This is an optimization exercise on Yosys and OpenROAD, whose aim is small area, a short achievable clock period and few clock cycles per item, not a production implementation. In this exercise RTL edits were held to simulation tests only and were not proved equivalent to the original. Power is estimated from default activity; no workload was simulated.

## run 1
Design emu_cpu, start of the top module:
module emu_cpu (
    input  wire        clk,
    input  wire        rst,
    input  wire        tick,
    input  wire        warm,
    output reg         busy,
    output reg         done,
    output reg         mem_re,
    output reg         mem_we,
    output wire [15:0] mem_addr,
    output wire [7:0]  mem_wdata,
    input  wire [7:0]  mem_rdata,
    output wire [15:0] pc,
    output reg  [7:0]  a,
    output wire [7:0]  p,
    output reg         halted,
    output wire [31:0] total_cycles
);
export LEC_CHECK = 0
export CAP_MARGIN = 20
export CORE_MARGIN = 2
export CORE_UTILIZATION = 40
export PLACE_DENSITY = 0.6
export SETUP_SLACK_MARGIN = 2.9
export SLEW_MARGIN = 20
create_clock -name core_clock -period 5.0 [get_ports {clk}]
standard.sh (not shown) runs the stock make flow with config.mk's settings and CLKGATE_MAP_FILE= SYNTH_SCRIPT=/design/flow/synth_recipe.tcl, a recipe that flattens the netlist after the stock synthesis.
==> flow/flow/run.sh <==
#!/bin/bash
# Standard layout, with every port buffered by sky130_fd_sc_hd__buf_1.
set -euo pipefail
bash standard.sh BUFFER_PORTS_ARGS="-buffer_cell sky130_fd_sc_hd__buf_1" finish > standard.log 2>&1
Run 1: full flow OK, the timing, design-rule and antenna checks passed
Testbench counts of run 1, summed over its fixed seeds: cycles 128,529, ticks 80.
Input-level comparison between run 2 and run 1:
- putting CTS_CLUSTER_SIZE at 50 where nothing was set
- putting ABC_AREA at 1 where nothing was set
- putting CTS_CLUSTER_DIAMETER at 100 where nothing was set
- swapping 2.9 for 3.0 in SETUP_SLACK_MARGIN
Run 1 → run 2: largest voltage drop on the vdd net picked up an extra about 12%; internal power contribution rose by about 1.7%; mean post-synth cell area decreased by about 19% relative to the old numbers.
Per the comparison of run 2 with run 1, die area increased 190 um2, total cell area at the placement stage grew by 1.6%.
Number of vias per cell: run 2 < run 1
The run showing the smaller power density over the cells is run 2.
Against run 1, run 2 reports a setup slack after placement that is higher.
Compared to run 1, run 2 has number of nets in the finished design about 22% higher.
Compared with run 1, run 2 shows a lower final period utilization.
Time the worst path needs with I/O delays and setup: run 2 vs run 1 down 0.049 ns
Input changes introduced in run 3 (baseline for comparison: run 2):
- clearing CTS_CLUSTER_SIZE, which used to be 50
- swapping 3.0 for 2.9 in SETUP_SLACK_MARGIN
- clearing CTS_CLUSTER_DIAMETER, which used to be 100
==> flow/flow/run.sh <==
#!/bin/bash
# Standard layout, with every port buffered by sky130_fd_sc_hd__buf_1 and
# ABC's area script (used with ABC_AREA 1) replaced by flow/abc_area.script.
set -euo pipefail
W=$PWD
rm -rf "$W/scripts_mod"
cp -r "$FLOW_HOME/scripts" "$W/scripts_mod"
cp "$W/flow/abc_area.script" "$W/scripts_mod/abc_area.script"
bash standard.sh SCRIPTS_DIR="$W/scripts_mod" BUFFER_PORTS_ARGS="-buffer_cell sky130_fd_sc_hd__buf_1" finish > standard.log 2>&1
==> flow/flow/abc_area.script (new file) <==
strash
&get -n
&deepsyn -T 20
&put
dch -f
amap
topo
buffer -c
dnsize -c
[summary]
Run 3 against run 2: area used by multi-input combinational logic fell 6.5%; data required time at the worst endpoint went up 0.14 ns; maximum fanout along the worst path has decreased. Looking at final hold slack, run 3 sits 0.053 ns above run 2. Run 3 | stages: all done | timing, DRC, antenna: all pass.
For run 4, these inputs were changed with respect to run 3:
==> flow/flow/run.sh <==
#!/bin/bash
# Standard layout, with every port buffered by sky130_fd_sc_hd__buf_1.
set -euo pipefail
bash standard.sh BUFFER_PORTS_ARGS="-buffer_cell sky130_fd_sc_hd__buf_1" finish > standard.log 2>&1
removed: flow/flow/abc_area.script
Notes after the runs:
Required arrival time at the worst endpoint (run 4 over run 3): decrease, 1.26 ns
Against run 3 as the reference, run 4 delivers a lower power dissipated in combinational cells.
No run among run 3 and run 4 stopped early or left any final violation; all are clean.
Relative to run 3, relative contribution of the clock network to total power decreased by 2.1 points in run 4.
Run 4 ended with more internal reg-to-reg setup slack than run 3.

## build 36
The RTL this note starts from:
==> flow/design.v <==
module emu_cpu (
    input  wire        clk,
    input  wire        rst,
    input  wire        tick,
    input  wire        warm,
    output wire        busy,
    output reg         done,
    output wire        mem_re,
    output wire        mem_we,
    output wire [15:0] mem_addr,
    output wire [7:0]  mem_wdata,
    input  wire [7:0]  mem_rdata,
    output wire [15:0] pc,
    output reg  [7:0]  a,
    output wire [7:0]  p,
    output reg         halted,
    output reg  [31:0] total_cycles
);
    localparam [15:0] BOOT_PC      = 16'h8000;
    localparam [15:0] RESET_VECTOR = 16'hFFFC;
    localparam [1:0] S_IDLE = 2'd0,
                     S_RUN  = 2'd1,
                     S_FIN  = 2'd2;
    localparam [1:0] E_OP  = 2'd0,
                     E_IMM = 2'd1,
                     E_LO  = 2'd2,
                     E_HI  = 2'd3;
    reg [1:0]  state;
    reg [15:0] f;           
    reg [7:0]  lo;
    reg [7:0]  hi;
    reg [1:0]  e;
    reg        is_jmp;      
    reg        is_sta;      
    reg        wflag;       
    reg        arr_q;       
    reg        ea_q;        
    reg        data_q;      
    reg        match_q;     
    reg        replay_q;    
    reg [2:0]  pend;        
    reg [10:0] frame;
    reg        zf, nf;
    assign busy      = (state != S_IDLE);
    assign pc        = f;
    assign p         = {nf, 5'b00000, zf, 1'b0};
    assign mem_wdata = a;
    assign mem_addr  = (ea_q | replay_q) ? {hi, lo} : f;
    assign mem_we    = ea_q & is_sta;
    assign mem_re    = (state == S_RUN) & ~mem_we;
    wire run     = (state == S_RUN);
    wire arr     = arr_q & ~match_q;
    wire arr_op  = arr & (e == E_OP);
    wire arr_imm = arr & (e == E_IMM);
    wire arr_lo  = arr & (e == E_LO);
    wire arr_hi  = arr & (e == E_HI);
    wire ge1364  = (frame >= 11'd1364);
    wire ge1362  = (frame >= 11'd1362);
    wire exh     = halted | ge1364 | (pend[1] & ge1362);
    wire stop    = arr_op & exh;
    wire exec    = arr_op & ~exh;
    wire jmp_hi  = arr_hi & is_jmp;
    wire issue   = run & ~stop & ~ea_q & ~replay_q & ~jmp_hi;
    wire [7:0] d = mem_rdata;
    wire op_imm  = (d == 8'hA9);
    wire op_lda  = (d == 8'hAD);
    wire op_sta  = (d == 8'h8D);
    wire op_jmp  = (d == 8'h4C);
    wire op_nop  = (d == 8'hEA);
    wire op_brk  = (d == 8'h00);
    reg [2:0] cost;
    always @(*) begin
        cost = 3'd0;
        if (op_imm | op_nop) cost = 3'd2;
        if (op_lda | op_sta) cost = 3'd4;
        if (op_jmp)          cost = 3'd3;
        if (op_brk)          cost = 3'd7;
    end
    always @(posedge clk) begin
        if (rst) begin
            state        <= S_IDLE;
            done         <= 1'b0;
            f            <= BOOT_PC;
            a            <= 8'h00;
            zf           <= 1'b0;
            nf           <= 1'b0;
            halted       <= 1'b0;
            total_cycles <= 32'd0;
            arr_q        <= 1'b0;
            ea_q         <= 1'b0;
            data_q       <= 1'b0;
            replay_q     <= 1'b0;
            match_q      <= 1'b0;
            pend         <= 3'd0;
        end else begin
            done         <= 1'b0;
            frame        <= frame + {8'd0, pend};
            total_cycles <= total_cycles + {29'd0, pend};
            pend         <= exec ? cost : 3'd0;
            arr_q        <= issue | replay_q;
            ea_q         <= arr_hi & ~is_jmp;
            data_q       <= ea_q & ~is_sta;
            replay_q     <= ea_q & match_q;
            match_q      <= arr_hi & is_sta & ({d, lo} == f);
            if (issue)
                f <= f + 16'd1;
            if (stop)
                f <= f - 16'd1;
            if (jmp_hi)
                f <= {d, lo};
            if (arr_imm | data_q) begin
                a  <= d;
                zf <= (d == 8'h00);
                nf <= d[7];
            end
            if (arr_lo)
                lo <= d;
            if (arr_hi)
                hi <= d;
            if (exec) begin
                if (op_imm)
                    e <= E_IMM;
                if (op_lda | op_sta | op_jmp)
                    e <= E_LO;
                is_jmp <= op_jmp;
                is_sta <= op_sta;
                if (op_brk)
                    halted <= 1'b1;
            end
            if (arr_imm)
                e <= E_OP;
            if (arr_lo)
                e <= E_HI;
            if (arr_hi)
                e <= E_OP;
            case (state)
                S_IDLE: begin
                    if (tick) begin
                        frame <= 11'd0;
                        pend  <= 3'd0;
                        e     <= E_OP;
                        wflag <= 1'b0;
                        state <= halted ? S_FIN : S_RUN;
                    end else if (warm) begin
                        f      <= RESET_VECTOR;
                        e      <= E_LO;
                        is_jmp <= 1'b1;
                        wflag  <= 1'b1;
                        state  <= S_RUN;
                    end
                end
                S_RUN: begin
                    if (stop | (jmp_hi & wflag))
                        state <= S_FIN;
                end
                S_FIN: begin
                    done  <= 1'b1;
                    state <= S_IDLE;
                end
                default: state <= S_IDLE;
            endcase
        end
    end
endmodule
export LEC_CHECK = 0
export CAP_MARGIN = 20
export CORE_MARGIN = 2
export CORE_UTILIZATION = 40
export PLACE_DENSITY = 0.6
export SETUP_SLACK_MARGIN = 2.5
export SLEW_MARGIN = 20
create_clock -name core_clock -period 5.0 [get_ports {clk}]
==> flow/flow/run.sh <==
#!/bin/bash
# Standard layout, with every port buffered by sky130_fd_sc_hd__buf_1.
set -euo pipefail
bash standard.sh BUFFER_PORTS_ARGS="-buffer_cell sky130_fd_sc_hd__buf_1" finish > standard.log 2>&1
No stage failed in build 36, and the final checks on the layout all came back clean.
Testbench counts of build 36, summed over its fixed seeds: cycles 128,529, ticks 80.
#### Input delta (build 21 over build 36)
Settings: an added ABC_AREA of 1.
Results
- On area of the core, the lower figure sits with build 36, not build 21.
- Build 36 → build 21: overall routing resource usage went up; routed wire length went up.
- Re post-route total power: build 36 and build 21 aren't equal, and the higher value belongs to build 36.
- Build 21 ended with less clock-buffer cell count than build 36.
Input changes introduced in build 83 (baseline for comparison: build 21):
Settings: ABC_AREA: 1 -> unset; SETUP_SLACK_MARGIN: 2.5 -> unset.
==> flow/flow/run.sh <==
#!/bin/bash
# Standard layout, with every port buffered by sky130_fd_sc_hd__buf_2.
set -euo pipefail
bash standard.sh BUFFER_PORTS_ARGS="-buffer_cell sky130_fd_sc_hd__buf_2" finish > standard.log 2>&1
Results
- Worst setup margin: lower on build 83
- Going from build 21 to build 83, net switching power went up 14%, max-slew headroom at the worst pin dropped 24 points.
- Wire length of the first global-routing pass in build 83 vs build 21: down 2.1 mm
- Area used by multi-input combinational logic grows by a few percent when moving from build 21 to build 83.
Input-level comparison between build 75 and build 83:
Settings: SETUP_SLACK_MARGIN: unset -> 3.0.
==> flow/run.sh (new file) <==
#!/bin/bash
# synth_recipe.tcl (not shown) runs the flow's synth.tcl, then flattens the netlist and writes it again
# the make line also repeats each setting of config.mk as NAME=value (left out here)
make -C /OpenROAD-flow-scripts/flow DESIGN_CONFIG=/design/flow/config.mk WORK_HOME=/design/flow/orfs CLKGATE_MAP_FILE= SYNTH_SCRIPT=/design/flow/synth_recipe.tcl finish
removed: flow/flow/run.sh
removed: flow/standard.sh
Notes after the runs:
Proportion of synthesized flip-flops having asynchronous set or reset: build 75 vs build 83 identical
Build 83 -> build 75: power increased by more than 10%
Comparing the two runs side by side, build 75 comes out behind build 83 on wire length of the first global-routing pass.
Against build 83, build 75 reports a non-clock buffer contribution to total cell area that is higher.
Relative to build 83, build 75 degrades leakage power figure.
Non-clock buffer count delta for build 75 relative to build 83: 95% higher
Summary — routed length on met1, build 75 relative to build 83: higher, by 11%.

[port drivers added, routing unchanged]
How much do the figures lean on ideal ports? The routed layouts below were timed once more, with nothing changed but the port constraints.
Step 1: set_driving_cell puts a clkbuf_16 on clk and a buf_2 on each other input, an assumption about the parent block.
Step 2, shift: input delay + t, output delay - t, t = (earliest + latest rising clock arrival at the registers) / 2. This alone moves slack from input paths to output paths.
Slacks: ideal / step 1 / step 2; pairs: ideal / step 1.
run	t, ns	setup slack, ns	clock arrival spread, ns	pins driven straight from the clock port
run 1	0.389	2.926 / 2.893 / 2.550	0.009 / 0.009	1
run 2	0.389	2.975 / 2.991 / 2.604	0.010 / 0.010	1
run 3	0.401	2.003 / 2.003 / 1.761	0.011 / 0.011	1
run 4	0.384	2.950 / 2.915 / 2.600	0.013 / 0.013	1
build 36	0.393	2.467 / 2.427 / 2.321	0.011 / 0.011	1
build 21	0.384	2.625 / 2.585 / 2.378	0.011 / 0.011	1
build 83	0.390	2.291 / 2.312 / 1.922	0.009 / 0.009	1
build 75	0.391	2.347 / 2.305 / 2.585	0.009 / 0.008	1
After both steps setup and hold are still met in every run listed. The setup slack of run 1, which loses most, moves by -0.033 ns with the drivers and by -0.376 ns with both steps.
